This is an optimization exercise on Yosys and OpenROAD, whose aim is small area, a short achievable clock period and few clock cycles per item, not a production implementation. The RTL was checked by simulation tests, not by an equivalence proof against the original design. Power is estimated from default activity; no workload was simulated.

==> flow/design.v (excerpt) <==
module erf_decoder (
    input  wire         clk,
    input  wire         rst,
    input  wire         in_valid,
    output wire         in_ready,
    input  wire         in_vreset,
    input  wire         in_en,
    input  wire [119:0] in_pkt,
    output reg          out_valid,
    input  wire         out_ready,
    output wire         out_trigger,
    output wire [4:0]   out_err,
    output reg  [39:0]  out_ts,
    output reg  [1:0]   out_seq,
    output reg  [7:0]   out_sync,
    output reg  [15:0]  out_crc_rx,
    output wire [15:0]  out_crc_calc,
    output reg  [31:0]  out_flags_lo,
    output reg  [5:0]   out_flags_hi,
    output reg  [2:0]   out_grp_r,
    output reg  [2:0]   out_grp_s,
    output reg  [3:0]   out_pkt_err,
    output reg          out_mode,
    output reg  [4:0]   out_aux
);
    wire [15:0]  synd_in;
    wire cx0 = in_pkt[64] ^ in_pkt[92];
    wire cx1 = in_pkt[20] ^ in_pkt[91];
    wire cx2 = in_pkt[35] ^ in_pkt[113];
    wire cx3 = in_pkt[57] ^ in_pkt[118];
    wire cx4 = in_pkt[106] ^ in_pkt[119];
    wire cx5 = in_pkt[44] ^ in_pkt[63];
    wire cx6 = in_pkt[89] ^ in_pkt[111];
    wire cx7 = in_pkt[86] ^ in_pkt[112];
    wire cx8 = in_pkt[43] ^ cx5;
    wire cx9 = in_pkt[88] ^ in_pkt[94];
    wire cx10 = in_pkt[71] ^ cx4;
    wire cx11 = in_pkt[85] ^ cx0;
    wire cx12 = in_pkt[25] ^ in_pkt[105];
    wire cx13 = in_pkt[45] ^ in_pkt[65];
  ...
Size: about 1,000 cells after synthesis, ~200 flip-flops, roughly 270 I/O pins.
==> flow/config.mk <==
export PLATFORM = sky130hd
export DESIGN_NAME = erf_decoder
export DESIGN_NICKNAME = erf_decoder
export VERILOG_FILES = /design/flow/design.v
export SDC_FILE = /design/flow/constraint.sdc
export NUM_CORES = 4
export LEC_CHECK = 0
export CAP_MARGIN = 20
export CORE_MARGIN = 2
export CORE_UTILIZATION = 60
export CTS_BUF_LIST = sky130_fd_sc_hd__clkbuf_8
export PLACE_DENSITY = 0.7
export SETUP_SLACK_MARGIN = 2.4
export SLEW_MARGIN = 20
==> flow/constraint.sdc <==
create_clock -name core_clock -period 6.0 [get_ports {clk}]
set_input_delay 1.2000 -clock core_clock [delete_from_list [all_inputs] [get_ports {clk}]]
set_output_delay 1.2000 -clock core_clock [all_outputs]
set_load 0.01 [all_outputs]
standard.sh (not shown) runs the stock make flow with config.mk's settings and CLKGATE_MAP_FILE= SYNTH_SCRIPT=/design/flow/synth_recipe.tcl, a recipe that flattens the netlist after the stock synthesis.
==> flow/flow/run.sh <==
#!/bin/bash
# ORFS layout with these changes:
#  - synthesis maps the logic with flow/map.abc (structural choices and
#    area-recovering mapping, keeping the XOR network of the RTL) instead of
#    ORFS's delay-first ABC script; everything else in synthesis, including
#    the flip-flop mapping, is synth_recipe.tcl unchanged;
#  - the port buffers are buf_1 cells (buffer_ports otherwise picks
#    clkdlybuf4s50_1 delay cells).
set -euo pipefail
W=$(pwd)
{
  echo "proc abc {args} { set i [lsearch \$args -script]; if {\$i >= 0} { lset args [expr {\$i+1}] $W/flow/map.abc }; yosys abc {*}\$args }"
  cat synth_recipe.tcl
} > flow_synth.tcl
sed "s#SYNTH_SCRIPT=[^ ]*#SYNTH_SCRIPT=$W/flow_synth.tcl#" standard.sh > flow_standard.sh
grep -q "SYNTH_SCRIPT=$W/flow_synth.tcl" flow_standard.sh
export BUFFER_PORTS_ARGS="-buffer_cell sky130_fd_sc_hd__buf_1"
bash flow_standard.sh > standard.log 2>&1
==> flow/flow/map.abc <==
&get -n
&st
&dch
&nf
&put
Testbench counts at the start, summed over its fixed seeds: cycles 2,408, items 2,365.
==> next run, changes <==
Settings changed: CTS_CLUSTER_DIAMETER from default to 60, CTS_CLUSTER_SIZE from default to 30, SETUP_SLACK_MARGIN 2.4 to 2.75.
The new run completed without violations.
Wire length came out higher by 0.91%.
Clock power came out higher by about 1%.
Final area came out higher by about 3.4%.
Clock skew barely changes.
Critical path depth came out higher by 1.
Global-route usage came out higher by 0.28 points.
Final cell count came out higher by about 0.5%.
==> next run, changes <==
Settings changed: CTS_CLUSTER_DIAMETER 60 to default, CTS_CLUSTER_SIZE 30 to default, SETUP_SLACK_MARGIN 2.75 to 2.9.
What happened: Via count goes up by about 1.5%. Cell area rises by about 2.7%. Setup slack is better by 64 ps.
==> next run, changes <==
Settings changed: CORE_UTILIZATION 60 to 75, PLACE_DENSITY 0.7 to 0.8.
=>
- The new run did not get past 5_1_grt
- synthesized area does not change
- synthesized cell count does not change
==> next run, changes <==
Settings changed: CORE_UTILIZATION 75 to 52, PLACE_DENSITY 0.8 to 0.7, SETUP_SLACK_MARGIN 2.9 to 2.75.
After rerunning:
- The new run completed without violations
- synthesized cell count stays the same
- synthesized area does not change
==> next run, changes <==
Settings changed: CORE_UTILIZATION 52 to 60, SETUP_SLACK_MARGIN 2.75 to 2.85.
Area after synthesis is unchanged.
Clock-buffer cell count does not change.
Synthesized cell count stays the same.
Combinational power barely changes.
Critical path depth drops by 1.
First-iteration DRC count came out higher by a quarter to a third.
Global-route usage came out higher by 4.6 points.
Core utilization increases by 9.8 points.

---

build 35:
erf_decoder, a different RTL version from the one above (not shown whole).
Size: ~1100 cells after synthesis, roughly 200 flip-flops, roughly 270 I/O pins, roughly 11000 sq um of cells after synthesis.
## erf_decoder
module erf_decoder (
    input  wire         clk,
    input  wire         rst,
    input  wire         in_valid,
    output wire         in_ready,
    input  wire         in_vreset,
    input  wire         in_en,
    input  wire [119:0] in_pkt,
    output reg          out_valid,
    input  wire         out_ready,
    output wire         out_trigger,
    output wire [4:0]   out_err,
    output reg  [39:0]  out_ts,
    output reg  [1:0]   out_seq,
    output reg  [7:0]   out_sync,
    output reg  [15:0]  out_crc_rx,
    output wire [15:0]  out_crc_calc,
    output reg  [31:0]  out_flags_lo,
    output reg  [5:0]   out_flags_hi,
    output reg  [2:0]   out_grp_r,
    output reg  [2:0]   out_grp_s,
    output reg  [3:0]   out_pkt_err,
    output reg          out_mode,
    output reg  [4:0]   out_aux
);
==> flow/config.mk <==
export PLATFORM = sky130hd
export DESIGN_NAME = erf_decoder
export DESIGN_NICKNAME = erf_decoder
export VERILOG_FILES = /design/flow/design.v
export SDC_FILE = /design/flow/constraint.sdc
export NUM_CORES = 4
export LEC_CHECK = 0
export CAP_MARGIN = 20
export CORE_MARGIN = 2
export CORE_UTILIZATION = 40
export PLACE_DENSITY = 0.6
export SETUP_SLACK_MARGIN = 2.5
export SLEW_MARGIN = 20
==> flow/constraint.sdc <==
create_clock -name core_clock -period 6.0 [get_ports {clk}]
set_input_delay 1.2000 -clock core_clock [delete_from_list [all_inputs] [get_ports {clk}]]
set_output_delay 1.2000 -clock core_clock [all_outputs]
set_load 0.01 [all_outputs]
==> flow/flow/run.sh <==
#!/bin/bash
# ORFS layout with two changes:
#  - synthesis maps the logic with flow/map.abc (structural choices and
#    area-recovering mapping, keeping the XOR network of the RTL) instead of
#    ORFS's delay-first ABC script; everything else in synthesis, including
#    the flip-flop mapping, is synth_recipe.tcl unchanged;
#  - the port buffers are buf_1 cells (buffer_ports otherwise picks
#    clkdlybuf4s50_1 delay cells).
set -euo pipefail
W=$(pwd)
{
  echo "proc abc {args} { set i [lsearch \$args -script]; if {\$i >= 0} { lset args [expr {\$i+1}] $W/flow/map.abc }; yosys abc {*}\$args }"
  cat synth_recipe.tcl
} > flow_synth.tcl
sed "s#SYNTH_SCRIPT=[^ ]*#SYNTH_SCRIPT=$W/flow_synth.tcl#" standard.sh > flow_standard.sh
grep -q "SYNTH_SCRIPT=$W/flow_synth.tcl" flow_standard.sh
export BUFFER_PORTS_ARGS="-buffer_cell sky130_fd_sc_hd__buf_1"
bash flow_standard.sh > standard.log 2>&1
Scripts as last shown in full above: flow/flow/map.abc
Testbench counts of build 35, summed over its fixed seeds: cycles 2,408, items 2,365.
The inputs of build 69 differ from those of build 35 as listed below.
- CORE_UTILIZATION: 40 -> 60
- PLACE_DENSITY: 0.6 -> 0.7
- SETUP_SLACK_MARGIN: 2.5 -> 2.9
-- flow/flow/run.sh --
<<< build 35, line 6
#    the flip-flop mapping, is synth_recipe.tcl unchanged;
#  - the port buffers are buf_1 cells (buffer_ports otherwise picks
#    clkdlybuf4s50_1 delay cells).
set -euo pipefail
W=$(pwd)
>>> build 69, line 6
#    the flip-flop mapping, is synth_recipe.tcl unchanged;
#  - the port buffers are buf_1 cells (buffer_ports otherwise picks
#    clkdlybuf4s50_1 delay cells);
#  - clock tree synthesis inserts no dummy loads.
set -euo pipefail
W=$(pwd)
<<< build 35, line 16
grep -q "SYNTH_SCRIPT=$W/flow_synth.tcl" flow_standard.sh
export BUFFER_PORTS_ARGS="-buffer_cell sky130_fd_sc_hd__buf_1"
bash flow_standard.sh > standard.log 2>&1
>>> build 69, line 17
grep -q "SYNTH_SCRIPT=$W/flow_synth.tcl" flow_standard.sh
export BUFFER_PORTS_ARGS="-buffer_cell sky130_fd_sc_hd__buf_1"
export CTS_ARGS="-sink_clustering_enable -repair_clock_nets -buf_list {sky130_fd_sc_hd__clkbuf_8 sky130_fd_sc_hd__clkbuf_16} -dont_use_dummy_load"
bash flow_standard.sh > standard.log 2>&1
### Flow results
Diff build 35 -> build 69: via count increased by 328 relative to the old numbers, distinct cell type count after synthesis closely matched the old numbers, share of cells above drive strength 1 increased by 7.1 points relative to the old numbers, post-synth design cell area closely matched the old numbers.
Post-synthesis to final-layout area growth for build 69: 2.4 points up relative to build 35
Non-clock buffer count in build 69 is 8 above build 35.
Going from build 35 to build 69, biggest cell delay along the critical path went up 30 ps, final standard cell area without fillers went up 1.9%.
Edits applied to the flow inputs when going from build 69 to build 23:
- changing CORE_UTILIZATION from 60 to 40
- changing SETUP_SLACK_MARGIN from 2.9 to 3.2
- changing PLACE_DENSITY from 0.7 to 0.6
==> flow/flow/run.sh <==
#!/bin/bash
# Standard ORFS layout, except that the port buffers are buf_1 cells (the
# standard flow's buffer_ports picks clkdlybuf4s50_1 delay cells).
set -euo pipefail
export BUFFER_PORTS_ARGS="-buffer_cell sky130_fd_sc_hd__buf_1"
bash standard.sh > standard.log 2>&1
removed: flow/flow/map.abc
Results
In the flow results for build 69 and build 23, the share of the final layout cell area in sequential cells is larger on build 69.
Relative to build 69, build 23 improves register-to-register slack.
Number of cells on the critical path is higher on build 69
Global routing met3 resource utilization (build 23 over build 69): decrease, 0.80 points
> inputs changed (build 23 -> build 72)
- swapping 0.6 for 0.7 in PLACE_DENSITY
- swapping 3.2 for 2.9 in SETUP_SLACK_MARGIN
- swapping 40 for 60 in CORE_UTILIZATION
- putting CTS_BUF_LIST at sky130_fd_sc_hd__clkbuf_4 sky130_fd_sc_hd__clkbuf_8 where nothing was set
==> flow/flow/run.sh <==
#!/bin/bash
# ORFS layout with these changes:
#  - synthesis maps the logic with flow/map.abc (structural choices and
#    area-recovering mapping, keeping the XOR network of the RTL) instead of
#    ORFS's delay-first ABC script; everything else in synthesis, including
#    the flip-flop mapping, is synth_recipe.tcl unchanged;
#  - the port buffers are buf_1 cells (buffer_ports otherwise picks
#    clkdlybuf4s50_1 delay cells).
set -euo pipefail
W=$(pwd)
{
  echo "proc abc {args} { set i [lsearch \$args -script]; if {\$i >= 0} { lset args [expr {\$i+1}] $W/flow/map.abc }; yosys abc {*}\$args }"
  cat synth_recipe.tcl
} > flow_synth.tcl
sed "s#SYNTH_SCRIPT=[^ ]*#SYNTH_SCRIPT=$W/flow_synth.tcl#" standard.sh > flow_standard.sh
grep -q "SYNTH_SCRIPT=$W/flow_synth.tcl" flow_standard.sh
export BUFFER_PORTS_ARGS="-buffer_cell sky130_fd_sc_hd__buf_1"
bash flow_standard.sh > standard.log 2>&1
==> flow/flow/map.abc (new file) <==
&get -n
&st
&dch
&nf
&put
Notes after the runs:
- Of build 23 and build 72, the higher post-cts resize count belongs to build 23.
- Re layout buffering overhead excluding clock cells: build 72 is 5.5 points down on build 23.
- Build 23 → build 72: number of multi-input logic gates lower; switching share of power roughly the same; number of instances in the synthesized netlist lower; pin slew with the least headroom to its limit lower.
- Build 72 vs. build 23: logic depth of the worst register-to-register path +2, highest ir drop seen on vdd +45%.
- The area of the core region in build 72 is 0.63 times that in build 23.
- The run showing the smaller layout-stage area growth over the synthesis result is build 72.
For build 5, these inputs were changed with respect to build 72:
- changing PLACE_DENSITY from 0.7 to 0.6
- changing CORE_UTILIZATION from 60 to 40
- removing CTS_BUF_LIST (formerly sky130_fd_sc_hd__clkbuf_4 sky130_fd_sc_hd__clkbuf_8)
-- flow/flow/run.sh --
<<< build 72, line 1
#!/bin/bash
# ORFS layout with these changes:
#  - synthesis maps the logic with flow/map.abc (structural choices and
#    area-recovering mapping, keeping the XOR network of the RTL) instead of
>>> build 5, line 1
#!/bin/bash
# ORFS layout with two changes:
#  - synthesis maps the logic with flow/map.abc (structural choices and
#    area-recovering mapping, keeping the XOR network of the RTL) instead of
Notes after the runs:
Static power due to leakage was lower in build 72 than in build 5.
Going from build 72 to build 5, proportion of power drawn by combinational gates shrinks by 1.6 points.
Summary of build 5 over build 72: area of all placed cells without fillers has increased, clock slew seen by the registers of the worst setup and hold paths level, worst hold-check slack higher.
[diff] net load switching power, build 5 relative to build 72: regression
[build 5] length in cells of the worst reg-to-reg path fell 4 relative to build 72
Build 5 vs build 72: effective utilization at floorplan down
The higher global-route met1 utilization of build 5 and build 72 is in build 72.
Across build 5 and build 72, the outcome is the same: a clean finish for every run.
Layout overhead on the synthesized area: build 5 > build 72
[inputs] build 71 vs build 5
- SETUP_SLACK_MARGIN: 2.9 -> 2.6
- PLACE_DENSITY: 0.6 -> 0.7
- CORE_UTILIZATION: 40 -> 60
-- flow/flow/run.sh --
<<< build 5, line 6
#    the flip-flop mapping, is synth_recipe.tcl unchanged;
#  - the port buffers are buf_1 cells (buffer_ports otherwise picks
#    clkdlybuf4s50_1 delay cells).
set -euo pipefail
W=$(pwd)
>>> build 71, line 6
#    the flip-flop mapping, is synth_recipe.tcl unchanged;
#  - the port buffers are buf_1 cells (buffer_ports otherwise picks
#    clkdlybuf4s50_1 delay cells);
#  - clock tree synthesis inserts no dummy loads.
set -euo pipefail
W=$(pwd)
<<< build 5, line 16
grep -q "SYNTH_SCRIPT=$W/flow_synth.tcl" flow_standard.sh
export BUFFER_PORTS_ARGS="-buffer_cell sky130_fd_sc_hd__buf_1"
bash flow_standard.sh > standard.log 2>&1
>>> build 71, line 17
grep -q "SYNTH_SCRIPT=$W/flow_synth.tcl" flow_standard.sh
export BUFFER_PORTS_ARGS="-buffer_cell sky130_fd_sc_hd__buf_1"
export CTS_ARGS="-sink_clustering_enable -repair_clock_nets -buf_list {sky130_fd_sc_hd__clkbuf_8 sky130_fd_sc_hd__clkbuf_16} -dont_use_dummy_load"
bash flow_standard.sh > standard.log 2>&1
As far as register area is concerned, build 71 and build 5 perform about the same.
[compare] base=build 5 new=build 71: number of tap cells added at floorplan dropped about 40%, total power down 9.2%, total of clock buffers placed in the layout down 6, hold slack saw a decrease, final design area excluding fillers -8.9%.
The proportion of power drawn by combinational gates in build 71 sits 2.9 points above the value recorded for build 5.
The power density over cell area number comes out higher for build 5 vs build 71.
As of build 71, number of buffers created by CTS had fallen by a little under 10% compared to build 5.

==> afterwards: timing with drivers on the ports <==
Ports are ideal in the flow. The routed layouts listed here were re-timed in OpenROAD.
Step 1, drivers: a clkbuf_16 drives clk and a buf_2 each remaining input, both assumed.
Step 2 adds t to the input delays and takes it off the output delays; t is the mean of the earliest and latest rising clock arrival at the registers after step 1. Input paths then give back, and output paths get back, about the clock's delay inside the block.
Slacks: ideal ports / drivers / drivers and shift; pairs: ideal ports / drivers.
run | t (ns) | setup WS [ns] | latest minus earliest clock arrival (ns)
the first run of note 1 | 0.532 | 2.418 / 2.440 / 1.908 | 0.019 / 0.019
the second run of note 1 | 0.532 | 2.822 / 2.834 / 2.312 | 0.017 / 0.017
the third run of note 1 | 0.534 | 2.886 / 2.860 / 2.369 | 0.022 / 0.021
the fifth run of note 1 | 0.516 | 2.762 / 2.776 / 2.260 | 0.018 / 0.018
the sixth run of note 1 | 0.528 | 2.790 / 2.805 / 2.277 | 0.020 / 0.020
build 35 | 0.557 | 2.574 / 2.597 / 2.039 | 0.019 / 0.019
build 69 | 0.540 | 2.891 / 2.854 / 2.372 | 0.035 / 0.035
build 23 | 0.575 | 2.934 / 2.882 / 2.430 | 0.012 / 0.013
build 72 | 0.560 | 2.848 / 2.843 / 2.394 | 0.010 / 0.010
build 5 | 0.566 | 2.872 / 2.872 / 2.334 | 0.019 / 0.018
build 71 | 0.542 | 2.643 / 2.668 / 2.126 | 0.037 / 0.037
After both steps every run listed still meets setup and hold. For build 5, which loses most, drivers alone change the setup slack by 0.000 ns; drivers and shift together by -0.538 ns.
